From an optimization exercise on the open Yosys and OpenROAD flow, aimed at small area, a short achievable clock period and few clock cycles per item; shortcuts taken in it are not production practice. RTL that was checked went through simulation tests only; none was proved equivalent to the original. The RTL of runs 1 to 5 was laid out without a check of its function.

<file path="flow/flow/run.sh">
#!/bin/bash
# Layout flow: the standard ORFS flow (standard synthesis unchanged),
# with each input and output port buffered by a small buf_1 cell instead of
# the delay buffer the placer picks by default.
set -euo pipefail
cd "$(dirname "$0")/.."
bash standard.sh "BUFFER_PORTS_ARGS=-buffer_cell sky130_fd_sc_hd__buf_1" finish > flow_make.log 2>&1
</file>
<file path="flow/standard.sh">
#!/bin/bash
# synth_recipe.tcl (not shown) runs the flow's synth.tcl, then flattens the netlist and writes it again
# the make line also repeats each setting of config.mk as NAME=value (left out here)
make -C /OpenROAD-flow-scripts/flow DESIGN_CONFIG=/design/flow/config.mk WORK_HOME=/design/flow/orfs CLKGATE_MAP_FILE= SYNTH_SCRIPT=/design/flow/synth_recipe.tcl "${@:-finish}"
</file>
<file path="flow/config.mk">
export PLATFORM = sky130hd
export DESIGN_NAME = sm3_core
export DESIGN_NICKNAME = sm3_core
export VERILOG_FILES = /design/flow/design.v
export SDC_FILE = /design/flow/constraint.sdc
export NUM_CORES = 4
export LEC_CHECK = 0
export CAP_MARGIN = 20
export CORE_MARGIN = 2
export CORE_UTILIZATION = 60
export PLACE_DENSITY = 0.75
export SLEW_MARGIN = 20
</file>
<file path="flow/constraint.sdc">
create_clock -name core_clock -period 20.0 [get_ports {clk}]
set_input_delay 4.0000 -clock core_clock [delete_from_list [all_inputs] [get_ports {clk}]]
set_output_delay 4.0000 -clock core_clock [all_outputs]
set_load 0.01 [all_outputs]
</file>
<file path="flow/design.v">
module sm3_core (
    input  wire         clk,
    input  wire         rst,         
    input  wire         start_i,
    input  wire         first_i,
    input  wire [511:0] block_i,     
    output wire         ready_o,
    output reg          done_o,
    output wire [255:0] digest_o     
);
    localparam integer NR = 1;               
    localparam integer NC = 64 / NR;         
    localparam integer CW = (NC > 32) ? 6 : (NC > 16) ? 5 : (NC > 8) ? 4 : 3;
    localparam [255:0] IV = {32'h7380166F, 32'h4914B2B9, 32'h172442D7, 32'hDA8A0600,
                             32'hA96F30BC, 32'h163138AA, 32'hE38DEE4D, 32'hB0FB0E4E};
    localparam [31:0]  T0 = 32'h79CC4519;
    localparam [31:0]  T1 = 32'h7A879D8A;
    function [31:0] p0;
        input [31:0] x;
        begin
            p0 = x ^ {x[22:0], x[31:23]} ^ {x[14:0], x[31:15]};
        end
    endfunction
    function [31:0] p1;
        input [31:0] x;
        begin
            p1 = x ^ {x[16:0], x[31:17]} ^ {x[8:0], x[31:9]};
        end
    endfunction
    function [31:0] add32;
        input [31:0] x, y;
        reg   [31:0] g, p;
        integer i, d;
        begin
            g = x & y;
            p = x ^ y;
            for (d = 1; d < 32; d = d * 2)
                for (i = 0; i < 32; i = i + 1)
                    if (i & d) begin
                        g[i] = g[i] | (p[i] & g[(i & ~(d - 1)) - 1]);
                        p[i] = p[i] & p[(i & ~(d - 1)) - 1];
                    end
            add32 = x ^ y ^ {g[30:0], 1'b0};
        end
    endfunction
    function [31:0] ktab;
        input [5:0] j;
        reg   [63:0] t2;
        begin
            t2   = (j < 6'd16) ? {T0, T0} : {T1, T1};
            t2   = t2 << j[4:0];
            ktab = t2[63:32];
        end
    endfunction
    reg              busy_q;                 
    reg              rdy_q;                  
    reg  [CW-1:0]    cnt_q;                  
    reg              cv_q;                   
    reg              vf_q;                   
    reg  [255:0]     v_q;                    
    reg  [255:0]     s_q;                    
    reg  [511:0]     w_q;                    
    reg  [32*NR-1:0] k_q;                    
    wire [31:0] wv [0:15+NR];                
    genvar gi;
    generate
        for (gi = 0; gi < 16; gi = gi + 1) begin : g_wv
            assign wv[gi] = w_q[511-32*gi -: 32];
        end
        for (gi = 16; gi < 16 + NR; gi = gi + 1) begin : g_wx
            assign wv[gi] = p1(wv[gi-16] ^ wv[gi-9] ^ {wv[gi-3][16:0], wv[gi-3][31:17]})
                            ^ {wv[gi-13][24:0], wv[gi-13][31:25]} ^ wv[gi-6];
        end
    endgenerate
    wire [31:0] ra [0:NR], rb [0:NR], rc [0:NR], rd [0:NR];
    wire [31:0] re [0:NR], rf [0:NR], rg [0:NR], rh [0:NR];
    assign {ra[0], rb[0], rc[0], rd[0], re[0], rf[0], rg[0], rh[0]} = s_q;
    generate
        for (gi = 0; gi < NR; gi = gi + 1) begin : g_rnd
            wire [5:0]  j     = NR * cnt_q + gi;    
            wire        early = (j < 6'd16);
            wire [31:0] a12   = {ra[gi][19:0], ra[gi][31:20]};
            wire [31:0] kj    = k_q[32*NR-1-32*gi -: 32];
            wire [31:0] s0s   = a12 ^ re[gi] ^ kj;
            wire [31:0] s0c   = (a12 & re[gi]) | (a12 & kj) | (re[gi] & kj);
            wire [31:0] sst   = add32(s0s, {s0c[30:0], 1'b0});
            wire [31:0] ss1   = {sst[24:0], sst[31:25]};
            wire [31:0] ss2   = ss1 ^ a12;
            wire [31:0] ff    = early ? (ra[gi] ^ rb[gi] ^ rc[gi])
                                      : ((ra[gi] & rb[gi]) | (ra[gi] & rc[gi]) | (rb[gi] & rc[gi]));
            wire [31:0] gg    = early ? (re[gi] ^ rf[gi] ^ rg[gi])
                                      : ((re[gi] & rf[gi]) | (~re[gi] & rg[gi]));
            wire [31:0] wp    = wv[gi] ^ wv[gi+4];
            wire [31:0] t1s   = ff ^ rd[gi] ^ wp;
            wire [31:0] t1c   = {((ff & rd[gi]) | (ff & wp) | (rd[gi] & wp)), 1'b0};
            wire [31:0] u1s   = t1s ^ t1c ^ ss2;
            wire [31:0] u1c   = {((t1s & t1c) | (t1s & ss2) | (t1c & ss2)), 1'b0};
            wire [31:0] tt1   = add32(u1s, u1c);
            wire [31:0] t2s   = gg ^ rh[gi] ^ wv[gi];
            wire [31:0] t2c   = {((gg & rh[gi]) | (gg & wv[gi]) | (rh[gi] & wv[gi])), 1'b0};
            wire [31:0] u2s   = t2s ^ t2c ^ ss1;
            wire [31:0] u2c   = {((t2s & t2c) | (t2s & ss1) | (t2c & ss1)), 1'b0};
            wire [31:0] tt2   = add32(u2s, u2c);
            assign ra[gi+1] = tt1;
            assign rb[gi+1] = ra[gi];
            assign rc[gi+1] = {rb[gi][22:0], rb[gi][31:23]};
            assign rd[gi+1] = rc[gi];
            assign re[gi+1] = p0(tt2);
            assign rf[gi+1] = re[gi];
            assign rg[gi+1] = {rf[gi][12:0], rf[gi][31:13]};
            assign rh[gi+1] = rg[gi];
        end
    endgenerate
    wire [255:0] s_next = {ra[NR], rb[NR], rc[NR], rd[NR], re[NR], rf[NR], rg[NR], rh[NR]};
    wire [511:0] w_next;
    generate
        if (NR < 16) begin : g_wsh
            assign w_next[511:32*NR] = w_q[511-32*NR:0];
        end
        for (gi = 0; gi < NR; gi = gi + 1) begin : g_wn
            assign w_next[32*NR-1-32*gi -: 32] = wv[16+gi];
        end
    endgenerate
    wire [5:0]       j_next = busy_q ? NR * (cnt_q + 1'b1) : 6'd0;
    wire [32*NR-1:0] k_next;
    generate
        for (gi = 0; gi < NR; gi = gi + 1) begin : g_kn
            assign k_next[32*NR-1-32*gi -: 32] = ktab(j_next + gi);
        end
    endgenerate
    wire         last   = busy_q & (cnt_q == NC - 1);
    wire         acc    = start_i & ~busy_q;
    wire         sel_iv = first_i | ~cv_q;           
    wire [255:0] v_in   = sel_iv ? IV : v_q;
    wire [255:0] v_use  = vf_q ? IV : v_q;
    assign ready_o  = rdy_q;
    assign digest_o = v_q;
    always @(posedge clk) begin
        if (busy_q) begin
            s_q <= s_next;
            w_q <= w_next;
        end else begin
            s_q <= v_in;
            w_q <= block_i;
        end
        if (last)
            v_q <= v_use ^ s_next;
        k_q <= k_next;
        if (rst) begin
            busy_q <= 1'b0;
            rdy_q  <= 1'b1;
            cnt_q  <= {CW{1'b0}};
            cv_q   <= 1'b0;
            done_o <= 1'b0;
        end else begin
            done_o <= last;
            if (busy_q)
                cnt_q <= cnt_q + 1'b1;
            if (acc) begin
                busy_q <= 1'b1;
                rdy_q  <= 1'b0;
                cv_q   <= 1'b1;
                vf_q   <= sel_iv;
            end else if (last) begin
                busy_q <= 1'b0;
                rdy_q  <= 1'b1;
            end
        end
    end
endmodule
</file>
==> flow_summary_export.csv, run 1 <==
group,metric,value,unit
run_status,status,"complete, no violations",
worst_hold_path,worstHoldPathType,"reg2reg",
yosys,netlist_cell_types,76,
clock_network,clock_latency_of_the_later_clocked_register_in_the_worst_skew_pair,0.70,ns
setup_path,crit_chain,"fa_1 -> ha_1 -> a211oi_2 -> o211ai_1 -> nand2_1 -> o2111ai_1 -> a211oi_1 -> o21bai_1 -> a21o_1 -> a21o_1 -> xnor2_1 -> fa_1 -> ha_1 -> o21a_1 -> o2111ai_2 -> o21ai_0 -> o21a_1 -> o21ai_0 -> nand2b_1 -> xor2_1 -> xor3_2 -> xnor2_1",
layout,area_growth_syn_to_layout,14.6,%
detailed_routing,length_of_the_first_detailed_routing_pass_in_iterations,7,
layout,total_area_of_sequential_cells,0.0239,mm²
sta,worst_slew_margin_rel,21.2,%
clock_network,ctsLongestPathBuffers,3,
die,die_x,298,µm
clock_network,cts_setup_buffers,0,
die,fp.dieH,298,µm
die,floorplan.die_area,0.0886,mm²
yosys,register_bit_total_from_synthesis,1067,
sta,rsz0062_at_grt,"no",
layout,multi_input_area,0.0259,mm²
detailed_routing,antenna_left,0,
clock_network,htree_num_levels,3,
die,rows,107,
sta,timing.clock.skew,0.0251,ns
global_routing,antenna_found_initial,39,
layout,fill_cells,6526,
detailed_routing,route.final.wire_length,198,mm
yosys,synth_warnings,1,
yosys,synth.cell_area,0.0517,mm²
yosys,synth.avg_cell_area,10.9,µm²
sta,fin_setup_tns,0,ns
yosys,synth_async_sr_flop_share,0,%
yosys,synthesized_instance_count,4739,
die,core_region_area,0.0853,mm²
sta,max_clock_freq,138,MHz
global_routing,grt_overflow,0,
setup_path,critical_path.max_fanout,5,
detailed_routing,route.detailed.drc,0,
detailed_routing,vias,38929,
setup_path,path_class,"reg2reg",
sta,min_period_over_period,36.2,%
sta,timing.final.hold_violations,0,
placement,gp_congestion,1.03,
clock_network,postCtsResizedCells,0,
clock_network,cts_tree,"yes",
sta,final_setup_fails,0,
die,pin_count,774,
detailed_routing,dr.first_iter.drc_count,4592,
yosys,total_nets_after_synthesis,5551,
global_routing,grt_first_pass_wirelength,271,mm
clock_network,root_buffer,"sky130_fd_sc_hd__clkbuf_16",
layout,num-nets-final,6237,
setup_path,critPathRequiredTime,20.45,ns
detailed_routing,routedWlPerCell,29.6,µm
sta,period_minus_slack,7.24,ns
yosys,synth_enable_flop_cells,257,
layout,final_layout_size_suffix_gt1_share,13.9,%
layout,layout.core_utilization,69.5,%
die,initial_utilization,60.7,%
sta,finalMaxSlewViolations,0,
job,max_cap_viol_count,0,
sta,worst-slew-pin-transition,1.18,ns
global_routing,grt_util_all_layers,43.5,%
setup_path,startpoint_type,"flop",
setup_path,arrival,7.69,ns
placement,dp_hpwl,159,mm
clock_network,clk_pin_slew_worst_paths,0.07,ns
global_routing,grt_pass1_vias,37042,
yosys,yosysSeqAreaShare,46.3,%
detailed_routing,route.detailed.vias_per_inst,5.82,
setup_path,critical-path-slowest-cell,"sky130_fd_sc_hd__dfxtp_1",
setup_path,max_stage_delay,0.70,ns
setup_path,type_of_destination_of_the_critical_path,"flop",
clock_network,cts_made_buffers,109,
yosys,yosys_most_used_dff,"sky130_fd_sc_hd__dfxtp_1",
global_routing,maximum_number_of_pins_on_one_net_before_global_route_repair,182,
placement,numPortBuffers,773,
clock_network,clock-sinks,1067,
clock_network,postCtsHoldBufs,0,
-- Yosys cell counts (all sizes together), types with 129 or more instances --
| cell | number | share of area (%) |
|---|---|---|
| a21oi | 140 | 1.4 |
| clkbuf | 203 | 1.5 |
| dfxtp | 810 | 31 |
| edfxtp | 257 | 15 |
| fa | 197 | 7.6 |
| inv | 296 | 2.1 |
| mux2 | 539 | 12 |
| nand2 | 410 | 3.0 |
| nand2b | 129 | 1.6 |
| nor2 | 315 | 2.3 |
| o21ai | 222 | 2.1 |
| xnor2 | 505 | 8.6 |
| xor2 | 164 | 2.8 |
-- state kept, by name, indices dropped and copies added (netlist names) --
name,flops
s_q,256
rdy_q,1
w_q,512
v_q,256
k_q,32
cv_q,1
cnt_q,6
vf_q,1
busy_q,1
done_o,1
-- final timing paths --
path | endpoint | from | cells past startpoint | slack [ns]
hold reg to reg | w_q[360]$_DFF_P_ | w_q[328]$_DFF_P_ | 1 | 0.45
hold / removal | w_q[360]$_DFF_P_ | w_q[328]$_DFF_P_ | 1 | 0.45
setup / recovery | v_q[111]$_DFFE_PP_ | s_q[246]$_DFF_P_ | 22 | 12.76
setup reg to reg | v_q[111]$_DFFE_PP_ | s_q[246]$_DFF_P_ | 22 | 12.76
-- logic make-up (layout without fill, tap and decap cells) --
family	after synthesis	count (layout)	share of synthesized area [%]
other	0	23	0
DFF	1067	1067	46.3
muxes	578	578	12.5
xor gates and xnor gates	675	675	11.7
buffers and inverters	522	1304	3.79
AOI/OAI and AO/OA	583	583	7.13
and+or+nand+nor	1018	1018	8.60
adders and majority gates	296	296	10.0
-- worst max-delay path: cells and delay by family (launching register included) --
kind                       cells  cell delay [ns]
AOI/OAI and AO/OA             12             2.66
adders and majority gates      4             1.66
xor gates and xnor gates       4             1.63
DFF                            1             0.70
and+or+nand+nor                2             0.31
-- layer usage --
metal / global-route usage (%) / vias up / wire length [µm]
met4: 24.0 / 22 / 12500
met3: 10.7 / 432 / 21800
met5: 0 / - / 151
met2: 66.7 / 2192 / 88300
li1: - / 17165 / -
met1: 56.6 / 19118 / 75100
-- placed cells by master (no fill, tap or decap), types with 37 or more instances in the layout --
master / synthesis / layout
sky130_fd_sc_hd__mux2i_1: 39 / 39
sky130_fd_sc_hd__nand2b_1: 129 / 128
sky130_fd_sc_hd__inv_1: 295 / 294
sky130_fd_sc_hd__dfxtp_1: 810 / 809
sky130_fd_sc_hd__buf_1: 21 / 773
sky130_fd_sc_hd__nor3_1: 69 / 69
sky130_fd_sc_hd__nor2_1: 315 / 312
sky130_fd_sc_hd__edfxtp_1: 257 / 257
sky130_fd_sc_hd__fa_1: 197 / 197
sky130_fd_sc_hd__o21ai_0: 215 / 215
sky130_fd_sc_hd__mux2_2: 539 / 539
sky130_fd_sc_hd__nand2_1: 409 / 409
sky130_fd_sc_hd__clkbuf_16: 0 / 114
sky130_fd_sc_hd__ha_1: 99 / 99
sky130_fd_sc_hd__xnor2_1: 500 / 500
sky130_fd_sc_hd__a2bb2oi_1: 84 / 84
sky130_fd_sc_hd__clkbuf_1: 203 / 37
sky130_fd_sc_hd__a21oi_1: 139 / 139
sky130_fd_sc_hd__xor2_1: 162 / 162
-- through the flow --
step	setup WS, ns	hold slack (ns)	instances	instance area, µm²
floorplan	7.22	0.432	4739	51700
global placement	12.98	0.436	6456	55500
detailed placement	12.93	0.439	6458	55500
CTS	12.89	0.452	6665	59200
global route	12.44	0.459	6681	59300
finish	12.76	0.449	6688	59300
-- layout make-up --
class                           instances  share of cell area (%)
Antenna cell                           23                  0.0971
Timing Repair Buffer                  801                    5.33
Inverter                              296                    1.88
Clock inverter                         34                   0.705
Sequential cell                      1067                    40.4
Multi-Input combinational cell       3150                    43.6
Tap cell                             1144                    2.42
Clock buffer                          173                    5.56
==> run 2, diff against run 1 <==
--- a/flow/config.mk
+++ b/flow/config.mk
@@ -5,8 +5,9 @@
 export SDC_FILE = /design/flow/constraint.sdc
 export NUM_CORES = 4
 export LEC_CHECK = 0
+export ABC_AREA = 1
 export CAP_MARGIN = 20
 export CORE_MARGIN = 2
-export CORE_UTILIZATION = 60
-export PLACE_DENSITY = 0.75
+export CORE_UTILIZATION = 40
+export PLACE_DENSITY = 0.6
 export SLEW_MARGIN = 20
==> run 2 against run 1 <==
Against the previous run:
- area after synthesis rose by 0.57%
- fmax rose by 9.8%
- sequential share of layout area decreased by 0.88 points
- critical endpoint is now s_q[120]$_DFF_P_
- count of clock-buffer cells in the layout fell by 4
- cell area up 2.2%
- via count grew 12%
- global-route usage fell by 11 points
- routed wire length grew 9.8%
- flip-flop and latch count stayed put
==> flow_summary_export.csv, run 2 <==
group,metric,value,unit
yosys,synthesized_instance_count,6248,
setup_path,critical-path-slowest-cell,"sky130_fd_sc_hd__clkinv_2",
placement,gp_congestion,0.998,
die,fp.dieH,365,µm
setup_path,timing.rr.end,"v_q[98]$_DFFE_PP_",
placement,pre_cts_ws,12.74,ns
clock_network,root_buffer,"sky130_fd_sc_hd__clkbuf_16",
die,floorplan.die_area,0.133,mm²
layout,multi_input_area,0.0247,mm²
yosys,netlist.top_cell.by_area,"sky130_fd_sc_hd__dfxtp_1",
sta,min_period_over_period,33.0,%
yosys,synth_compound_area_share,5.38,%
detailed_routing,dr.first_iter.drc_count,4615,
layout,layout_top_registers,"w_q: 512 flops, s_q: 256 flops, v_q: 256 flops",
layout,layoutNonFillerInstCount,8788,
yosys,synth_async_sr_flop_share,0,%
clock_network,clock_latency_of_the_later_clocked_register_in_the_worst_skew_pair,0.77,ns
setup_path,worstRegToRegCells,29,
yosys,synth.cell_area,0.0520,mm²
clock_network,cts_tree,"yes",
setup_path,cpLargestDelayFamily,"buffers and inverters",
setup_path,critical_path.endpoint,"s_q[120]$_DFF_P_",
layout,most-common-layout-cells,"sky130_fd_sc_hd__nand2_1, sky130_fd_sc_hd__dfxtp_1, sky130_fd_sc_hd__buf_1",
setup_path,count_of_buffering_cells_on_the_critical_path_with_inverters_included,7,
placement,placed_cell_area,0.0565,mm²
global_routing,grt_util_all_layers,32.1,%
detailed_routing,antenna_left,0,
clock_network,postCtsHoldBufs,0,
setup_path,path_class,"in2reg",
job,max_cap_viol_count,0,
yosys,synth_top_cells_by_count,"sky130_fd_sc_hd__nand2_1, sky130_fd_sc_hd__dfxtp_1, sky130_fd_sc_hd__inv_1",
sta,worst_slew_margin_rel,20.7,%
global_routing,antenna_found_initial,23,
layout,final_layout_size_suffix_gt1_share,4.36,%
run_status,status,"complete, no violations",
clock_network,postCtsResizedCells,0,
setup_path,max_stage_delay,0.72,ns
layout,num-nets-final,7752,
yosys,synthXorXnorAreaFrac,9.75,%
clock_network,ctsLongestPathBuffers,3,
worst_hold_path,worstHoldPathType,"reg2reg",
setup_path,worstSetupPathDepth,11,
yosys,yosysSeqAreaShare,46.0,%
die,initial_utilization,40.2,%
setup_path,type_of_destination_of_the_critical_path,"flop",
worst_hold_path,hold_path_cells,2,
yosys,synth_simple_gate_area_share,21.6,%
sta,finalMaxSlewViolations,0,
placement,numPortBuffers,773,
setup_path,critPathRequiredTime,20.60,ns
setup_path,r2r_start,"s_q[254]$_DFF_P_",
yosys,yosys_most_used_dff,"sky130_fd_sc_hd__dfxtp_1",
yosys,netlist_cell_types,54,
sta,timing.final.hold_violations,0,
setup_path,arrival,7.19,ns
sta,timing.clock.skew,0.0404,ns
sta,worst-slew-pin-transition,1.19,ns
clock_network,htree_num_levels,3,
clock_network,cts_setup_buffers,0,
setup_path,crit_chain,"buf_1 -> nor2_1 -> clkinv_1 -> buf_4 -> nor2_4 -> buf_12 -> clkinv_2 -> buf_4 -> buf_4 -> nor2_1 -> a21oi_1",
detailed_routing,route.detailed.drc,0,
global_routing,grt_overflow,0,
yosys,netlist.area_leader.share,31.2,%
detailed_routing,length_of_the_first_detailed_routing_pass_in_iterations,6,
layout,total_area_of_sequential_cells,0.0239,mm²
yosys,synth_top_family_by_area,"simple AND/OR/NAND/NOR gates",
layout,largest-register,"w_q",
detailed_routing,routedWlPerCell,24.7,µm
clock_network,clock-sinks,1067,
die,die_x,365,µm
global_routing,grt_pass1_vias,41651,
setup_path,critical_path.max_fanout,125,
detailed_routing,route.final.wire_length,217,mm
yosys,synth_warnings,1,
yosys,register_bit_total_from_synthesis,1067,
die,core_region_area,0.129,mm²
layout,final_common_cell,"sky130_fd_sc_hd__nand2_1",
yosys,post_synth_fa_ha_maj_area_fraction,9.96,%
placement,place_inst,8562,
die,rows,132,
clock_network,clk_pin_slew_worst_paths,0.06,ns
detailed_routing,route.detailed.vias_per_inst,4.95,
sta,period_minus_slack,6.59,ns
yosys,synth.avg_cell_area,8.33,µm²
setup_path,critical_path.startpoint,"first_i",
yosys,total_nets_after_synthesis,7060,
setup_path,crit_path_frequent_cell,"sky130_fd_sc_hd__buf_4",
yosys,synth.area.mux_share,0.767,%
global_routing,grt_first_pass_wirelength,301,mm
global_routing,maximum_number_of_pins_on_one_net_before_global_route_repair,219,
yosys,synth.most_common_cell,"sky130_fd_sc_hd__nand2_1",
detailed_routing,vias,43483,
setup_path,startpoint_type,"primary input",
layout,flip_flop_count_of_the_largest_register_after_layout,512,
clock_network,cts_made_buffers,118,
sta,rsz0062_at_grt,"no",
placement,dp_hpwl,172,mm
die,pin_count,774,
sta,setup_slack,13.41,ns
sta,max_clock_freq,152,MHz
layout,area_growth_syn_to_layout,16.5,%
layout,final_design_area_no_fill,0.0606,mm²
yosys,post_synth_main_area_contributors,"sky130_fd_sc_hd__dfxtp_1, sky130_fd_sc_hd__nand2_1, sky130_fd_sc_hd__edfxtp_1, sky130_fd_sc_hd__xor2_1, sky130_fd_sc_hd__fa_1",
setup_path,reg2reg_setup_slack,13.42,ns
layout,fill_cells,12885,
yosys,synth_enable_flop_cells,257,
sta,final_setup_fails,0,
sta,fin_setup_tns,0,ns
## run 2: changes by cell type after synthesis, moves of 84 or more
cell / before / now
sky130_fd_sc_hd__xnor2_1: 500 / 66
sky130_fd_sc_hd__nand2_1: 409 / 2267
sky130_fd_sc_hd__inv_1: 295 / 648
sky130_fd_sc_hd__o21ai_0: 215 / 312
sky130_fd_sc_hd__nand2b_1: 129 / 0
sky130_fd_sc_hd__xor2_1: 162 / 506
sky130_fd_sc_hd__mux2_2: 539 / 31
sky130_fd_sc_hd__nand3_1: 36 / 185
sky130_fd_sc_hd__a2bb2oi_1: 84 / 0
## run 2: worst min-delay path, stage by stage (launching register included)
cell and delay, ns:
sky130_fd_sc_hd__dfxtp_1 0.30, sky130_fd_sc_hd__nand2_1 0.04, sky130_fd_sc_hd__nand2_1 0.05
## run 2: area by class of cell
cell class	count	area share, %
diodes	5	0.0206
clock inverters	52	1.13
flip-flops and latches	1067	39.5
clock buffers	169	5.60
multi-input cells	4291	40.8
well taps	1742	3.60
inverters	662	4.12
repair buffers	800	5.27
## run 2: worst min path at each step
stage,slack (ns),end,from
finish,0.42,w_q[482]$_DFF_P_,w_q[450]$_DFF_P_
floorplan,0.40,w_q[128]$_DFF_P_,w_q[96]$_DFF_P_
CTS,0.42,w_q[482]$_DFF_P_,w_q[450]$_DFF_P_
global route,0.43,w_q[54]$_DFF_P_,w_q[22]$_DFF_P_
global placement,0.41,w_q[172]$_DFF_P_,w_q[140]$_DFF_P_
detailed placement,0.41,w_q[481]$_DFF_P_,w_q[449]$_DFF_P_
## run 2: cell families after synthesis
group | Yosys count
flops | 1067
mux | 36
simple gates | 2846
xor+xnor | 575
compound gates | 538
buf+inv | 890
fa+ha+maj | 296
## run 2: metal layers
layer	share of wire (%)	up-vias	GRT usage (%)	wire, µm
li1	-	20645	-	-
met2	47	1906	53.6	103000
met1	40	20535	40.6	87900
met5	0.031	-	0	68
met4	5.0	10	14.1	11000
met3	7.2	387	5.74	15700
## run 2: stage by stage
stage               util (%)  hold WS, ns
global route            46.9        0.431
global placement        43.7        0.406
CTS                     46.8        0.415
finish                  46.9        0.419
floorplan                  -        0.403
detailed placement      43.7        0.407
==> run 3, diff against run 2 <==
==> flow/flow/run.sh (replaced) <==
#!/bin/bash
# Layout flow: the standard ORFS flow (standard synthesis unchanged),
# with each input and output port buffered by a small buf_1 cell instead of
# the delay buffer the placer picks by default, and a clock tree without
# dummy balancing loads.
set -euo pipefail
cd "$(dirname "$0")/.."
bash standard.sh "BUFFER_PORTS_ARGS=-buffer_cell sky130_fd_sc_hd__buf_1" \
  "CTS_ARGS=-sink_clustering_enable -repair_clock_nets -dont_use_dummy_load -sink_clustering_size 30 -sink_clustering_max_diameter 80" \
  finish > flow_make.log 2>&1
--- a/flow/config.mk
+++ b/flow/config.mk
@@ -5,7 +5,6 @@
 export SDC_FILE = /design/flow/constraint.sdc
 export NUM_CORES = 4
 export LEC_CHECK = 0
-export ABC_AREA = 1
 export CAP_MARGIN = 20
 export CORE_MARGIN = 2
 export CORE_UTILIZATION = 40
==> run 3 against run 2 <==
Against the previous run:
- still clean on timing, DRC and antenna
- cell area shrank 4.7%
- setup slack worse by 0.52 ns
- non-clock buffer count is 5 higher
- area after synthesis fell by 0.57%
- core utilization fell by 1.8 points
- sequential share of layout area grew 2.0 points
- cell count shrank 19%
- die area down 0.56%
- synthesized cell count down 24%
- worst hold slack improved by 0.0041 ns
- routed wire length shrank 1.0%
- critical endpoint is now v_q[122]$_DFFE_PP_
==> flow_summary_export.csv, run 3 <==
group,metric,value,unit
sta,period_minus_slack,7.11,ns
global_routing,grt_pass1_vias,35928,
global_routing,antenna_found_initial,61,
setup_path,arrival,7.51,ns
setup_path,timing.rr.end,"v_q[122]$_DFFE_PP_",
clock_network,clock-sinks,1067,
sta,min_period_over_period,35.6,%
yosys,synth.most_common_cell,"sky130_fd_sc_hd__dfxtp_1",
yosys,netlist_cell_types,76,
sta,max_clock_freq,141,MHz
layout,num-nets-final,6188,
sta,fin_setup_tns,0,ns
yosys,register_bit_total_from_synthesis,1067,
setup_path,critPathRequiredTime,20.40,ns
setup_path,reg2reg_setup_slack,12.89,ns
layout,final_common_cell,"sky130_fd_sc_hd__dfxtp_1",
sta,rsz0062_at_grt,"no",
placement,dp_hpwl,176,mm
setup_path,r2r_start,"s_q[97]$_DFF_P_",
detailed_routing,antenna_left,0,
setup_path,path_class,"reg2reg",
clock_network,cts_made_buffers,56,
setup_path,critical_path.max_fanout,6,
detailed_routing,route.detailed.vias_per_inst,5.27,
setup_path,count_of_buffering_cells_on_the_critical_path_with_inverters_included,0,
yosys,synth_enable_flop_cells,257,
die,pin_count,774,
clock_network,postCtsResizedCells,0,
layout,area_growth_syn_to_layout,11.6,%
clock_network,cts_setup_buffers,0,
setup_path,startpoint_type,"flop",
placement,place_inst,7047,
sta,timing.final.hold_violations,0,
worst_hold_path,worstHoldPathType,"reg2reg",
run_status,status,"complete, no violations",
sta,worst-slew-pin-transition,1.13,ns
setup_path,worstRegToRegCells,22,
clock_network,clock_latency_of_the_later_clocked_register_in_the_worst_skew_pair,0.75,ns
yosys,total_nets_after_synthesis,5551,
setup_path,cpLargestDelayFamily,"adder cells",
setup_path,critical-path-slowest-cell,"sky130_fd_sc_hd__dfxtp_1",
detailed_routing,route.detailed.drc,0,
setup_path,worstSetupPathDepth,22,
layout,largest-register,"w_q",
placement,gp_congestion,1.01,
global_routing,maximum_number_of_pins_on_one_net_before_global_route_repair,182,
die,die_x,364,µm
die,floorplan.die_area,0.132,mm²
setup_path,crit_chain,"fa_1 -> ha_1 -> a211oi_2 -> o211ai_1 -> nand2_1 -> o2111ai_1 -> a211oi_1 -> o21bai_1 -> a21o_1 -> a21o_1 -> xnor2_1 -> fa_1 -> ha_1 -> o21a_1 -> o2111ai_2 -> nor3_4 -> or3_1 -> fa_1 -> xor2_1 -> xnor2_1 -> xnor2_1 -> xnor2_1",
yosys,synthesized_instance_count,4739,
layout,final_layout_size_suffix_gt1_share,12.4,%
clock_network,clk_pin_slew_worst_paths,0.12,ns
yosys,synth.cell_area,0.0517,mm²
global_routing,grt_util_all_layers,31.5,%
yosys,synth.avg_cell_area,10.9,µm²
layout,flip_flop_count_of_the_largest_register_after_layout,512,
yosys,netlist.top_cell.by_area,"sky130_fd_sc_hd__dfxtp_1",
detailed_routing,length_of_the_first_detailed_routing_pass_in_iterations,7,
yosys,synth_async_sr_flop_share,0,%
detailed_routing,vias,37546,
sta,finalMaxSlewViolations,0,
global_routing,grt_overflow,0,
setup_path,max_stage_delay,0.71,ns
die,core_region_area,0.128,mm²
detailed_routing,dr.first_iter.drc_count,3927,
setup_path,critical_path.startpoint,"s_q[97]$_DFF_P_",
layout,layout_top_registers,"w_q: 512 flops, s_q: 256 flops, v_q: 256 flops",
yosys,post_synth_main_area_contributors,"sky130_fd_sc_hd__dfxtp_1, sky130_fd_sc_hd__edfxtp_1, sky130_fd_sc_hd__mux2_2, sky130_fd_sc_hd__xnor2_1, sky130_fd_sc_hd__fa_1",
clock_network,cts_tree,"yes",
clock_network,ctsLongestPathBuffers,3,
clock_network,root_buffer,"sky130_fd_sc_hd__clkbuf_16",
layout,most-common-layout-cells,"sky130_fd_sc_hd__dfxtp_1, sky130_fd_sc_hd__buf_1, sky130_fd_sc_hd__mux2_2",
placement,numPortBuffers,773,
layout,layoutNonFillerInstCount,7122,
sta,timing.clock.skew,0.0947,ns
sta,worst_slew_margin_rel,24.6,%
global_routing,grt_first_pass_wirelength,288,mm
yosys,yosysSeqAreaShare,46.3,%
sta,final_setup_fails,0,
setup_path,crit_path_frequent_cell,"sky130_fd_sc_hd__xnor2_1",
clock_network,htree_num_levels,2,
yosys,netlist.area_leader.share,31.3,%
yosys,synth_warnings,1,
yosys,yosys_most_used_dff,"sky130_fd_sc_hd__dfxtp_1",
yosys,synth_top_cells_by_count,"sky130_fd_sc_hd__dfxtp_1, sky130_fd_sc_hd__mux2_2, sky130_fd_sc_hd__xnor2_1",
clock_network,postCtsHoldBufs,0,
die,fp.dieH,364,µm
detailed_routing,route.final.wire_length,215,mm
detailed_routing,routedWlPerCell,30.2,µm
job,max_cap_viol_count,0,
die,initial_utilization,40.4,%
setup_path,type_of_destination_of_the_critical_path,"flop",
setup_path,critical_path.endpoint,"v_q[122]$_DFFE_PP_",
die,rows,131,
## run 3: layout make-up
class / instances / area (µm²)
fill: 12302 / 70300
tap: 1729 / 2160
antenna: 19 / 47.5
clock buffer: 56 / 1400
multi-input combinational: 3150 / 25900
sequential: 1067 / 23900
inverter: 296 / 1110
timing repair buffer: 805 / 3200
## run 3: worst min-delay path by stage
| stage | end | slack [ns] | cells after the start | startpoint |
|---|---|---|---|---|
| 4_1_cts | w_q[85]$_DFF_P_ | 0.42 | 1 | w_q[53]$_DFF_P_ |
| 5_1_grt | w_q[87]$_DFF_P_ | 0.44 | 1 | w_q[55]$_DFF_P_ |
| 3_3_place_gp | w_q[462]$_DFF_P_ | 0.44 | 1 | w_q[430]$_DFF_P_ |
| 3_5_place_dp | w_q[35]$_DFF_P_ | 0.44 | 1 | w_q[3]$_DFF_P_ |
| 2_1_floorplan | cv_q$_SDFFE_PP0P_ | 0.43 | 2 | cv_q$_SDFFE_PP0P_ |
| 6_report | w_q[85]$_DFF_P_ | 0.42 | 1 | w_q[53]$_DFF_P_ |
## run 3: metrics by stage
step                hold WS [ns]  cell area [µm²]  worst slack [ns]  utilization (%)
finish                     0.423            57700             12.89             45.1
global route               0.437            57700             12.57             45.1
CTS                        0.420            57700             12.97             45.1
detailed placement         0.438            56300             12.98             44.0
global placement           0.435            56300             13.09             43.9
floorplan                  0.432            51700              7.22                -
## run 3: cells by family after synthesis
kind of cell	synth area share, %
compound gates	7.13
xor+xnor	11.7
fa+ha+maj	10.0
buf+inv	3.79
flops	46.3
mux	12.5
simple gates	8.60
## run 3: metal layers
metal / up-vias / track usage [%] / wire [µm]
met3: 299 / 5.59 / 16000
met2: 1464 / 52.3 / 103000
met5: - / 0 / 170
met1: 18782 / 40.6 / 86800
li1: 16973 / - / -
met4: 28 / 13.0 / 9270
==> run 4, diff against run 3 <==
--- a/flow/design.v
+++ b/flow/design.v
@@ -54,6 +54,7 @@
     endfunction
     reg              busy_q;                 
     reg              rdy_q;                  
+    reg              rdyo_q;                 
     reg  [CW-1:0]    cnt_q;                  
     reg              cv_q;                   
     reg              vf_q;                   
@@ -129,26 +130,25 @@
         end
     endgenerate
     wire         last   = busy_q & (cnt_q == NC - 1);
-    wire         acc    = start_i & ~busy_q;
+    wire         acc    = start_i & rdy_q;
     wire         sel_iv = first_i | ~cv_q;           
-    wire [255:0] v_in   = sel_iv ? IV : v_q;
+    wire         ld_iv  = rdy_q & sel_iv;            
+    wire         ld_v   = rdy_q & ~sel_iv;           
     wire [255:0] v_use  = vf_q ? IV : v_q;
-    assign ready_o  = rdy_q;
+    wire         busy_n = ~rst & (acc | (busy_q & ~last));
+    wire         rdy_n  = rst | (~acc & (rdy_q | last));
+    assign ready_o  = rdyo_q;
     assign digest_o = v_q;
     always @(posedge clk) begin
-        if (busy_q) begin
-            s_q <= s_next;
-            w_q <= w_next;
-        end else begin
-            s_q <= v_in;
-            w_q <= block_i;
-        end
+        s_q <= ({256{busy_q}} & s_next) | ({256{ld_v}} & v_q) | ({256{ld_iv}} & IV);
+        w_q <= ({512{busy_q}} & w_next) | ({512{rdy_q}} & block_i);
         if (last)
             v_q <= v_use ^ s_next;
         k_q <= k_next;
+        busy_q <= busy_n;
+        rdy_q  <= rdy_n;
+        rdyo_q <= ~busy_n;
         if (rst) begin
-            busy_q <= 1'b0;
-            rdy_q  <= 1'b1;
             cnt_q  <= {CW{1'b0}};
             cv_q   <= 1'b0;
             done_o <= 1'b0;
@@ -157,13 +157,8 @@
             if (busy_q)
                 cnt_q <= cnt_q + 1'b1;
             if (acc) begin
-                busy_q <= 1'b1;
-                rdy_q  <= 1'b0;
                 cv_q   <= 1'b1;
                 vf_q   <= sel_iv;
-            end else if (last) begin
-                busy_q <= 1'b0;
-                rdy_q  <= 1'b1;
             end
         end
     end
==> flow/flow/run.sh (replaced) <==
#!/bin/bash
# Layout flow: the standard ORFS flow (standard synthesis unchanged),
# with each input and output port buffered by a small buf_1 cell instead of
# the delay buffer the placer picks by default.
set -euo pipefail
cd "$(dirname "$0")/.."
bash standard.sh "BUFFER_PORTS_ARGS=-buffer_cell sky130_fd_sc_hd__buf_1" finish > flow_make.log 2>&1
==> run 4 against run 3 <==
Against the previous run:
- still clean on timing, DRC and antenna
- setup slack got worse by 0.44 ns
- critical path depth up 4
- synthesized cell count down 0.97%
- highest routed layer unchanged
==> flow_summary_export.csv, run 4 <==
group,metric,value,unit
run_status,status,"complete, no violations",
setup_path,r2r_start,"s_q[249]$_DFF_P_",
yosys,synth.avg_cell_area,10.7,µm²
yosys,yosys_most_used_dff,"sky130_fd_sc_hd__dfxtp_1",
yosys,synth.cell_area,0.0502,mm²
yosys,synth_enable_flop_cells,257,
yosys,synth_async_sr_flop_share,0,%
setup_path,crit_path_frequent_cell,"sky130_fd_sc_hd__a21oi_1",
yosys,yosysSeqAreaShare,47.7,%
die,floorplan.die_area,0.128,mm²
setup_path,critical_path.startpoint,"s_q[249]$_DFF_P_",
setup_path,startpoint_type,"flop",
layout,final_layout_size_suffix_gt1_share,5.68,%
setup_path,type_of_destination_of_the_critical_path,"flop",
detailed_routing,antenna_left,0,
layout,most-common-layout-cells,"sky130_fd_sc_hd__dfxtp_1, sky130_fd_sc_hd__buf_1, sky130_fd_sc_hd__a22o_1",
setup_path,critPathRequiredTime,20.48,ns
detailed_routing,vias,38056,
global_routing,antenna_found_initial,9,
yosys,netlist_cell_types,76,
sta,min_period_over_period,37.8,%
layout,flip_flop_count_of_the_largest_register_after_layout,512,
global_routing,grt_pass1_vias,35989,
clock_network,htree_num_levels,3,
layout,area_growth_syn_to_layout,16.6,%
detailed_routing,routedWlPerCell,28.5,µm
sta,fin_setup_tns,0,ns
global_routing,grt_first_pass_wirelength,276,mm
placement,numPortBuffers,773,
yosys,synthesized_instance_count,4693,
sta,finalMaxSlewViolations,0,
clock_network,cts_made_buffers,113,
sta,timing.final.hold_violations,0,
yosys,synth_top_cells_by_count,"sky130_fd_sc_hd__dfxtp_1, sky130_fd_sc_hd__a22o_1, sky130_fd_sc_hd__xnor2_1",
setup_path,path_class,"reg2reg",
setup_path,arrival,8.03,ns
worst_hold_path,hold_path.startpoint,"w_q[47]$_DFF_P_",
sta,holdWs,0.448,ns
clock_network,root_buffer,"sky130_fd_sc_hd__clkbuf_16",
clock_network,ctsLongestPathBuffers,3,
detailed_routing,length_of_the_first_detailed_routing_pass_in_iterations,5,
die,die_x,358,µm
global_routing,grt_util_all_layers,30.7,%
clock_network,postCtsHoldBufs,0,
worst_hold_path,worstHoldPathType,"reg2reg",
die,initial_utilization,40.1,%
clock_network,clock-sinks,1068,
placement,gp_congestion,0.972,
sta,period_minus_slack,7.55,ns
layout,final_common_cell,"sky130_fd_sc_hd__dfxtp_1",
job,max_cap_viol_count,0,
sta,worst_slew_margin_rel,20.9,%
clock_network,cts_setup_buffers,0,
clock_network,postCtsResizedCells,0,
clock_network,clock_latency_of_the_later_clocked_register_in_the_worst_skew_pair,0.75,ns
die,pin_count,774,
detailed_routing,route.detailed.drc,0,
detailed_routing,route.final.wire_length,203,mm
yosys,register_bit_total_from_synthesis,1068,
die,fp.dieH,358,µm
die,core_region_area,0.125,mm²
sta,timing.clock.skew,0.0267,ns
setup_path,critical_path.max_fanout,5,
clock_network,clk_pin_slew_worst_paths,0.06,ns
sta,worst-slew-pin-transition,1.18,ns
layout,num-nets-final,6170,
sta,final_setup_fails,0,
layout,layout_top_registers,"w_q: 512 flops, s_q: 256 flops, v_q: 256 flops",
detailed_routing,route.detailed.vias_per_inst,5.35,
yosys,netlist.area_leader.share,32.3,%
yosys,synth.most_common_cell,"sky130_fd_sc_hd__dfxtp_1",
global_routing,maximum_number_of_pins_on_one_net_before_global_route_repair,215,
clock_network,cts_tree,"yes",
placement,dp_hpwl,159,mm
die,rows,130,
sta,rsz0062_at_grt,"no",
yosys,total_nets_after_synthesis,5505,
sta,max_clock_freq,132,MHz
yosys,netlist.top_cell.by_area,"sky130_fd_sc_hd__dfxtp_1",
setup_path,critical-path-slowest-cell,"sky130_fd_sc_hd__a41oi_1",
setup_path,max_stage_delay,0.60,ns
yosys,synth_warnings,1,
layout,largest-register,"w_q",
detailed_routing,dr.first_iter.drc_count,3979,
yosys,post_synth_main_area_contributors,"sky130_fd_sc_hd__dfxtp_1, sky130_fd_sc_hd__edfxtp_1, sky130_fd_sc_hd__a22o_1, sky130_fd_sc_hd__xnor2_1, sky130_fd_sc_hd__fa_1",
global_routing,grt_overflow,0,
==> run 4: changes by cell type in the layout (fill, tap and decap cells not counted), moves of 45 or more <==
cell | previous run | this run
sky130_fd_sc_hd__a22o_1 | 5 | 603
sky130_fd_sc_hd__mux2_2 | 539 | 32
sky130_fd_sc_hd__a2bb2oi_1 | 84 | 0
sky130_fd_sc_hd__nor2_1 | 312 | 248
sky130_fd_sc_hd__clkbuf_16 | 56 | 116
sky130_fd_sc_hd__xor2_1 | 162 | 108
sky130_fd_sc_hd__xnor2_1 | 500 | 550
sky130_fd_sc_hd__o21ai_0 | 215 | 260
==> run 4: critical path, delay by kind of cell (launching register included) <==
family,cells,cell delay [ns]
and+or+nand+nor,2,0.31
AOI/OAI and AO/OA,15,3.79
buffers and inverters,2,0.20
adders and majority gates,4,1.60
DFF,1,0.56
xor gates and xnor gates,3,0.84
==> run 4: through the flow <==
stage	setup WS (ns)	cells	util, %	cell area, µm²
5_1_grt	12.07	7108	46.8	58500
2_1_floorplan	0.623	4693	-	50200
4_1_cts	12.50	7106	46.8	58500
3_3_place_gp	12.67	6893	43.6	54600
6_report	12.45	7113	46.8	58500
3_5_place_dp	12.54	6893	43.6	54600
==> run 4: logic make-up after synthesis <==
group	count (synthesis)	share of synthesized area (%)
compound gates	1081	16.1
flops	1068	47.7
simple gates	945	8.30
xor+xnor	671	12.0
buf+inv	566	4.23
fa+ha+maj	296	10.3
mux	66	1.40
==> run 4: path summary, 6_finish.rpt <==
check	slack (ns)	cells past startpoint	end
setup reg to reg	12.45	26	v_q[255]$_DFFE_PP_
setup / recovery	12.45	26	v_q[255]$_DFFE_PP_
hold reg to reg	0.45	1	w_q[79]$_DFF_P_
hold / removal	0.45	1	w_q[79]$_DFF_P_
==> run 4: final cells by class <==
cell class,count,area (µm²)
fill,11921,66500
multi-input combinational,3059,24200
sequential,1068,24000
clock buffer,164,3320
timing repair buffer,819,3280
tap,1650,2060
inverter,297,1110
clock inverter,49,598
antenna,7,17.5
==> run 4: metal layers <==
layer	up-vias	wire, µm	track usage, %
met5	-	26	0
met4	4	9630	13.8
met3	306	14500	5.46
met2	1581	97000	50.8
met1	18780	81600	39.1
li1	17385	-	-
==> run 5, diff against run 4 <==
==> flow/flow/run.sh (replaced) <==
#!/bin/bash
# Layout flow: the standard ORFS flow (standard synthesis unchanged),
# with each input and output port buffered by a small buf_1 cell instead of
# the delay buffer the placer picks by default, and a clock tree without
# dummy balancing loads.
set -euo pipefail
cd "$(dirname "$0")/.."
bash standard.sh "BUFFER_PORTS_ARGS=-buffer_cell sky130_fd_sc_hd__buf_1" \
  "CTS_ARGS=-sink_clustering_enable -repair_clock_nets -dont_use_dummy_load -sink_clustering_size 20 -sink_clustering_max_diameter 60" \
  finish > flow_make.log 2>&1
--- a/flow/config.mk
+++ b/flow/config.mk
@@ -5,6 +5,7 @@
 export SDC_FILE = /design/flow/constraint.sdc
 export NUM_CORES = 4
 export LEC_CHECK = 0
+export ABC_AREA = 1
 export CAP_MARGIN = 20
 export CORE_MARGIN = 2
 export CORE_UTILIZATION = 40
==> run 5 against run 4 <==
Against the previous run:
- sequential share of layout area rose by 0.14 points
- synthesized cell count rose by 16%
- clock skew rose by 0.071 ns
- highest routed layer unchanged
==> flow_summary_export.csv, run 5 <==
group,metric,value,unit
die,floorplan.die_area,0.131,mm²
layout,largest-register,"w_q",
sta,min_period_over_period,32.8,%
die,fp.dieH,362,µm
worst_hold_path,worstHoldPathType,"reg2reg",
yosys,yosysSeqAreaShare,46.7,%
clock_network,root_buffer,"sky130_fd_sc_hd__clkbuf_16",
die,core_region_area,0.127,mm²
sta,holdWs,0.430,ns
layout,final_common_cell,"sky130_fd_sc_hd__nand2_1",
layout,layout_top_registers,"w_q: 512 flops, s_q: 256 flops, v_q: 256 flops",
yosys,synth.cell_area,0.0513,mm²
detailed_routing,routedWlPerCell,28.6,µm
clock_network,cts_tree,"yes",
yosys,yosys_most_used_dff,"sky130_fd_sc_hd__dfxtp_1",
yosys,synth.most_common_cell,"sky130_fd_sc_hd__nand2_1",
layout,flip_flop_count_of_the_largest_register_after_layout,512,
yosys,synth_async_sr_flop_share,0,%
detailed_routing,length_of_the_first_detailed_routing_pass_in_iterations,6,
yosys,synth.avg_cell_area,9.39,µm²
global_routing,grt_util_all_layers,33.3,%
yosys,synth_top_cells_by_count,"sky130_fd_sc_hd__nand2_1, sky130_fd_sc_hd__dfxtp_1, sky130_fd_sc_hd__inv_1",
yosys,netlist.area_leader.share,31.7,%
clock_network,postCtsResizedCells,0,
job,max_cap_viol_count,0,
run_status,status,"complete, no violations",
die,pin_count,774,
global_routing,antenna_found_initial,48,
clock_network,cts_made_buffers,104,
detailed_routing,vias,41829,
layout,final_layout_size_suffix_gt1_share,4.16,%
setup_path,critical_path.endpoint,"v_q[98]$_DFFE_PP_",
placement,pre_cts_ws,13.13,ns
layout,layout.core_utilization,45.8,%
setup_path,r2r_start,"s_q[112]$_DFF_P_",
sta,period_minus_slack,6.57,ns
yosys,register_bit_total_from_synthesis,1068,
sta,worst-slew-pin-transition,1.13,ns
global_routing,grt_first_pass_wirelength,305,mm
global_routing,grt_pass1_vias,39491,
die,die_x,362,µm
global_routing,maximum_number_of_pins_on_one_net_before_global_route_repair,196,
yosys,synth_enable_flop_cells,257,
detailed_routing,route.final.wire_length,224,mm
sta,max_clock_freq,152,MHz
sta,setup_slack,13.43,ns
detailed_routing,dr.first_iter.drc_count,4721,
clock_network,postCtsHoldBufs,0,
sta,fin_setup_tns,0,ns
yosys,synth_warnings,1,
layout,area_growth_syn_to_layout,13.8,%
clock_network,clk_pin_slew_worst_paths,0.08,ns
setup_path,critical-path-slowest-cell,"sky130_fd_sc_hd__fa_1",
detailed_routing,antenna_left,0,
clock_network,htree_num_levels,3,
sta,rsz0062_at_grt,"no",
setup_path,max_stage_delay,0.60,ns
yosys,post_synth_main_area_contributors,"sky130_fd_sc_hd__dfxtp_1, sky130_fd_sc_hd__edfxtp_1, sky130_fd_sc_hd__fa_1, sky130_fd_sc_hd__nand2_1, sky130_fd_sc_hd__a22o_1",
global_routing,grt_overflow,0,
yosys,netlist_cell_types,54,
detailed_routing,route.detailed.vias_per_inst,5.35,
detailed_routing,route.detailed.drc,0,
setup_path,critical_path.startpoint,"s_q[112]$_DFF_P_",
yosys,total_nets_after_synthesis,6272,
yosys,netlist.top_cell.by_area,"sky130_fd_sc_hd__dfxtp_1",
yosys,synthesized_instance_count,5460,
setup_path,startpoint_type,"flop",
setup_path,arrival,6.99,ns
setup_path,timing.rr.end,"v_q[98]$_DFFE_PP_",
die,initial_utilization,40.3,%
placement,numPortBuffers,773,
setup_path,reg2reg_setup_slack,13.43,ns
clock_network,clock-sinks,1068,
placement,gp_congestion,1.01,
setup_path,path_class,"reg2reg",
sta,finalMaxSlewViolations,0,
sta,timing.final.hold_violations,0,
sta,timing.clock.skew,0.0972,ns
sta,final_setup_fails,0,
clock_network,cts_setup_buffers,0,
clock_network,clock_latency_of_the_later_clocked_register_in_the_worst_skew_pair,0.74,ns
setup_path,type_of_destination_of_the_critical_path,"flop",
die,rows,131,
setup_path,critical_path.max_fanout,11,
sta,worst_slew_margin_rel,23.9,%
placement,dp_hpwl,179,mm
layout,num-nets-final,6944,
layout,most-common-layout-cells,"sky130_fd_sc_hd__nand2_1, sky130_fd_sc_hd__dfxtp_1, sky130_fd_sc_hd__buf_1",
setup_path,critPathRequiredTime,20.43,ns
clock_network,ctsLongestPathBuffers,3,
setup_path,crit_path_frequent_cell,"sky130_fd_sc_hd__nand2_1",
setup_path,worstRegToRegCells,28,
==> run 5: cell types whose count changed after synthesis, moves of 31 or more <==
cell,previous run,this run
sky130_fd_sc_hd__clkbuf_1,255,224
sky130_fd_sc_hd__nor2_1,251,208
sky130_fd_sc_hd__a22o_1,603,426
sky130_fd_sc_hd__nand3_1,47,194
sky130_fd_sc_hd__nand2_1,414,1009
sky130_fd_sc_hd__xor2_1,108,414
sky130_fd_sc_hd__nand2b_1,133,0
sky130_fd_sc_hd__inv_1,295,667
sky130_fd_sc_hd__nor3_1,41,9
sky130_fd_sc_hd__o21ai_0,260,523
sky130_fd_sc_hd__xnor2_1,550,137
sky130_fd_sc_hd__a21oi_1,109,64
==> run 5: logic make-up (layout without fill, tap and decap cells) <==
family | count (synthesis) | in the layout | share of synthesized area (%)
fa+ha+maj | 296 | 296 | 10.1
flops | 1068 | 1068 | 46.7
simple gates | 1487 | 1487 | 11.9
mux | 36 | 36 | 0.779
buf+inv | 931 | 1601 | 6.86
compound gates | 1085 | 1085 | 13.9
other cells | 0 | 25 | 0
xor+xnor | 557 | 557 | 9.65
==> run 5: final cells by class <==
type                    instances  area [µm²]
diodes                         25        62.6
clock buffers                 104        2600
fillers                     12365       69000
inverters                     686        2580
multi-input cells            3461       23800
flip-flops and latches       1068       24000
well taps                    1662        2080
repair buffers                811        3220
==> run 5: critical path: cells and delay by family (launching register included) <==
kind | cells | cell delay (ns)
AOI/OAI and AO/OA | 4 | 0.91
xor gates and xnor gates | 3 | 1.17
adders and majority gates | 5 | 2.03
buffers and inverters | 4 | 0.51
DFF | 1 | 0.51
and+or+nand+nor | 12 | 1.16
==> run 5: worst min path at each step <==
stage	from	endpoint	slack [ns]	cells after the start
after floorplan	w_q[96]$_DFF_P_	w_q[128]$_DFF_P_	0.43	1
after global placement	w_q[457]$_DFF_P_	w_q[489]$_DFF_P_	0.44	1
after detailed placement	w_q[290]$_DFF_P_	w_q[322]$_DFF_P_	0.44	1
after CTS	w_q[179]$_DFF_P_	w_q[211]$_DFF_P_	0.43	2
after global routing	w_q[179]$_DFF_P_	w_q[211]$_DFF_P_	0.46	2
final	w_q[179]$_DFF_P_	w_q[211]$_DFF_P_	0.43	2
==> run 5: through the flow <==
| step | area [µm²] | cells |
|---|---|---|
| global placement | 55600 | 7687 |
| CTS | 58200 | 7791 |
| global route | 58300 | 7812 |
| detailed placement | 55600 | 7687 |
| floorplan | 51300 | 5460 |
| finish | 58300 | 7817 |
==> run 5: metal layers <==
metal  GRT usage (%)  wire length (µm)
met5               0                82
met4            16.5             12000
met3            6.00             18000
met1            42.6             90000
met2            54.1            104000
==> run 6, diff against run 5 <==
--- a/flow/design.v
+++ b/flow/design.v
@@ -57,6 +57,8 @@
     reg              rdyo_q;                 
     reg  [CW-1:0]    cnt_q;                  
     reg              cv_q;                   
+    reg              rcv_q;                  
+    reg              rncv_q;                 
     reg              vf_q;                   
     reg  [255:0]     v_q;                    
     reg  [255:0]     s_q;                    
@@ -132,11 +134,12 @@
     wire         last   = busy_q & (cnt_q == NC - 1);
     wire         acc    = start_i & rdy_q;
     wire         sel_iv = first_i | ~cv_q;           
-    wire         ld_iv  = rdy_q & sel_iv;            
-    wire         ld_v   = rdy_q & ~sel_iv;           
+    wire         ld_v   = rcv_q & ~first_i;          
+    wire         ld_iv  = rncv_q | (rdy_q & first_i);  
     wire [255:0] v_use  = vf_q ? IV : v_q;
     wire         busy_n = ~rst & (acc | (busy_q & ~last));
     wire         rdy_n  = rst | (~acc & (rdy_q | last));
+    wire         cv_n   = ~rst & (cv_q | acc);
     assign ready_o  = rdyo_q;
     assign digest_o = v_q;
     always @(posedge clk) begin
@@ -148,18 +151,18 @@
         busy_q <= busy_n;
         rdy_q  <= rdy_n;
         rdyo_q <= ~busy_n;
+        cv_q   <= cv_n;
+        rcv_q  <= rdy_n & cv_n;
+        rncv_q <= rdy_n & ~cv_n;
         if (rst) begin
             cnt_q  <= {CW{1'b0}};
-            cv_q   <= 1'b0;
             done_o <= 1'b0;
         end else begin
             done_o <= last;
             if (busy_q)
                 cnt_q <= cnt_q + 1'b1;
-            if (acc) begin
-                cv_q   <= 1'b1;
+            if (acc)
                 vf_q   <= sel_iv;
-            end
         end
     end
 endmodule
--- a/flow/config.mk
+++ b/flow/config.mk
@@ -9,5 +9,6 @@
 export CAP_MARGIN = 20
 export CORE_MARGIN = 2
 export CORE_UTILIZATION = 40
+export GPL_TIMING_DRIVEN = 1
 export PLACE_DENSITY = 0.6
 export SLEW_MARGIN = 20
==> run 6 against run 5 <==
Against the previous run:
- via count is 1.4% lower
- fmax is 0.67% lower
- critical endpoint is now v_q[122]$_DFFE_PP_
- still clean on timing, DRC and antenna
==> flow_summary_export.csv, run 6 <==
group,metric,value,unit
yosys,synth_top_cells_by_count,"sky130_fd_sc_hd__nand2_1, sky130_fd_sc_hd__dfxtp_1, sky130_fd_sc_hd__inv_1",
layout,final_layout_size_suffix_gt1_share,4.25,%
detailed_routing,route.final.wire_length,221,mm
global_routing,maximum_number_of_pins_on_one_net_before_global_route_repair,228,
setup_path,count_of_buffering_cells_on_the_critical_path_with_inverters_included,3,
sta,timing.clock.skew,0.0785,ns
layout,flip_flop_count_of_the_largest_register_after_layout,512,
placement,dp_hpwl,175,mm
yosys,register_bit_total_from_synthesis,1070,
clock_network,clock-sinks,1070,
sta,max_clock_freq,151,MHz
global_routing,antenna_found_initial,45,
setup_path,timing.rr.end,"v_q[122]$_DFFE_PP_",
global_routing,grt_pass1_vias,38678,
die,pin_count,774,
layout,num-nets-final,6818,
layout,fill_cells,12376,
die,core_region_area,0.127,mm²
die,die_x,362,µm
setup_path,path_class,"reg2reg",
die,floorplan.die_area,0.131,mm²
die,fp.dieH,362,µm
detailed_routing,route.detailed.drc,0,
clock_network,postCtsResizedCells,0,
yosys,netlist_cell_types,58,
clock_network,cts_setup_buffers,0,
setup_path,cpLargestDelayFamily,"adder cells",
layout,layoutNonFillerInstCount,7692,
setup_path,critPathRequiredTime,20.42,ns
yosys,netlist.top_cell.by_area,"sky130_fd_sc_hd__dfxtp_1",
detailed_routing,dr.first_iter.drc_count,4493,
worst_hold_path,worstHoldPathType,"reg2reg",
clock_network,clk_pin_slew_worst_paths,0.08,ns
clock_network,cts_made_buffers,104,
global_routing,grt_util_all_layers,32.9,%
detailed_routing,length_of_the_first_detailed_routing_pass_in_iterations,5,
sta,min_period_over_period,33.1,%
setup_path,max_stage_delay,0.68,ns
yosys,yosysSeqAreaShare,46.9,%
sta,worst-slew-pin-transition,1.18,ns
placement,place_inst,7562,
sta,timing.final.hold_violations,0,
setup_path,critical_path.max_fanout,11,
die,initial_utilization,40.2,%
sta,setup_slack,13.39,ns
clock_network,cts_tree,"yes",
sta,fin_setup_tns,0,ns
yosys,post_synth_main_area_contributors,"sky130_fd_sc_hd__dfxtp_1, sky130_fd_sc_hd__edfxtp_1, sky130_fd_sc_hd__fa_1, sky130_fd_sc_hd__a22o_1, sky130_fd_sc_hd__nand2_1",
sta,holdWs,0.420,ns
clock_network,htree_num_levels,3,
worst_hold_path,hold_path_cells,1,
yosys,netlist.area_leader.share,31.8,%
yosys,synth.most_common_cell,"sky130_fd_sc_hd__nand2_1",
yosys,synth.avg_cell_area,9.59,µm²
die,rows,131,
clock_network,ctsLongestPathBuffers,3,
clock_network,root_buffer,"sky130_fd_sc_hd__clkbuf_16",
yosys,total_nets_after_synthesis,6146,
setup_path,startpoint_type,"flop",
job,max_cap_viol_count,0,
run_status,status,"complete, no violations",
setup_path,crit_path_frequent_cell,"sky130_fd_sc_hd__nand2_1",
sta,final_setup_fails,0,
yosys,synth_enable_flop_cells,257,
sta,rsz0062_at_grt,"no",
worst_hold_path,hold_path_end,"w_q[255]$_DFF_P_",
yosys,synth_warnings,1,
clock_network,postCtsHoldBufs,0,
yosys,synth.cell_area,0.0511,mm²
yosys,synthesized_instance_count,5334,
sta,finalMaxSlewViolations,0,
yosys,yosys_most_used_dff,"sky130_fd_sc_hd__dfxtp_1",
detailed_routing,vias,41232,
sta,worst_slew_margin_rel,21.5,%
global_routing,grt_first_pass_wirelength,300,mm
detailed_routing,routedWlPerCell,28.7,µm
setup_path,r2r_start,"s_q[122]$_DFF_P_",
layout,final_common_cell,"sky130_fd_sc_hd__nand2_1",
yosys,synth_async_sr_flop_share,0,%
layout,layout_top_registers,"w_q: 512 flops, s_q: 256 flops, v_q: 256 flops",
layout,largest-register,"w_q",
setup_path,worstRegToRegCells,25,
layout,most-common-layout-cells,"sky130_fd_sc_hd__nand2_1, sky130_fd_sc_hd__dfxtp_1, sky130_fd_sc_hd__buf_1",
placement,pre_cts_ws,13.35,ns
detailed_routing,antenna_left,0,
placement,numPortBuffers,773,
layout,area_growth_syn_to_layout,13.8,%
setup_path,reg2reg_setup_slack,13.39,ns
setup_path,arrival,7.03,ns
detailed_routing,route.detailed.vias_per_inst,5.36,
global_routing,grt_overflow,0,
worst_hold_path,hold_path.startpoint,"w_q[223]$_DFF_P_",
setup_path,critical-path-slowest-cell,"sky130_fd_sc_hd__xnor2_1",
placement,gp_congestion,0.982,
clock_network,clock_latency_of_the_later_clocked_register_in_the_worst_skew_pair,0.75,ns
sta,period_minus_slack,6.61,ns
setup_path,type_of_destination_of_the_critical_path,"flop",
## run 6: per-layer routing
| layer | routed length, µm | up-vias | GRT usage (%) | share of wire [%] |
|---|---|---|---|---|
| met2 | 103000 | 1896 | 53.7 | 47 |
| met5 | 104 | - | 0 | 0.047 |
| met1 | 87700 | 20107 | 41.2 | 40 |
| met3 | 16700 | 368 | 5.71 | 7.5 |
| li1 | - | 18845 | - | - |
| met4 | 13300 | 16 | 18.0 | 6.0 |
## run 6: kinds of logic after synthesis
kind of cell	synth area share (%)
flip-flops	46.9
XOR/XNOR	9.65
AO/OA/AOI/OAI	14.1
buffers and inverters	6.43
AND/OR/NAND/NOR	12.0
multiplexers	0.761
adder cells (fa/ha/maj)	10.1
## run 6: final cells by class
cell class | count | area [µm²] | share of cell area [%]
Tap cell | 1662 | 2080 | 3.57
Multi-Input combinational cell | 3397 | 23900 | 41.0
Sequential cell | 1070 | 24000 | 41.2
Timing Repair Buffer | 810 | 3230 | 5.55
Inverter | 623 | 2350 | 4.04
Clock buffer | 104 | 2600 | 4.47
Antenna cell | 26 | 65.1 | 0.112
## run 6: per-stage QoR
stage / cell area, µm² / util (%)
3_3_place_gp: 55500 / 43.7
2_1_floorplan: 51100 / -
3_5_place_dp: 55500 / 43.7
5_1_grt: 58200 / 45.7
6_report: 58200 / 45.8
4_1_cts: 58100 / 45.7
## run 6: worst max-delay path by stage
stage / start / endpoint / depth (start not counted)
6_report: s_q[122]$_DFF_P_ / v_q[122]$_DFFE_PP_ / 25
4_1_cts: s_q[231]$_DFF_P_ / v_q[122]$_DFFE_PP_ / 25
2_1_floorplan: cnt_q[0]$_SDFFE_PP0P_ / rcv_q$_DFF_P_ / 11
3_3_place_gp: first_i / s_q[181]$_DFF_P_ / 7
3_5_place_dp: first_i / s_q[237]$_DFF_P_ / 8
5_1_grt: s_q[251]$_DFF_P_ / v_q[122]$_DFFE_PP_ / 30
Testbench counts of run 6, summed over its fixed seeds: cycles 83,208, items 1,280.

## what the ideal ports hide
In the flow no input, the clock included, has a driving cell. The finished layouts below were timed again as built, in two steps. Step 1 assumes that a clkbuf_16 drives the clock port and a buf_2 every other input. Step 2 moves the port delays by t, midway between the first and last clock arrival at a register: inputs arrive t later, outputs are due t later. That takes back most of the time a late clock gives input paths. Three values: no drivers, after step 1, after step 2; two values: the first two.
run | shift t [ns] | slack for setup (ns) | hold WS [ns] | worst setup path after step 2
run 1 | 0.774 | 12.763 / 12.763 / 12.763 | 0.449 / 0.449 / 0.449 | register to register
run 2 | 0.828 | 13.407 / 13.416 / 12.640 | 0.419 / 0.419 / 0.419 | input to register
run 3 | 0.770 | 12.887 / 12.887 / 12.887 | 0.423 / 0.423 / 0.423 | register to register
run 4 | 0.816 | 12.448 / 12.448 / 12.448 | 0.448 / 0.448 / 0.448 | register to register
run 5 | 0.785 | 13.433 / 13.433 / 13.033 | 0.430 / 0.430 / 0.430 | input to register
run 6 | 0.794 | 13.388 / 13.388 / 13.254 | 0.420 / 0.420 / 0.420 | input to register
After both steps setup and hold are still met in every run listed. For run 2, which loses most, drivers alone change the setup slack by +0.009 ns; drivers and shift together by -0.767 ns.
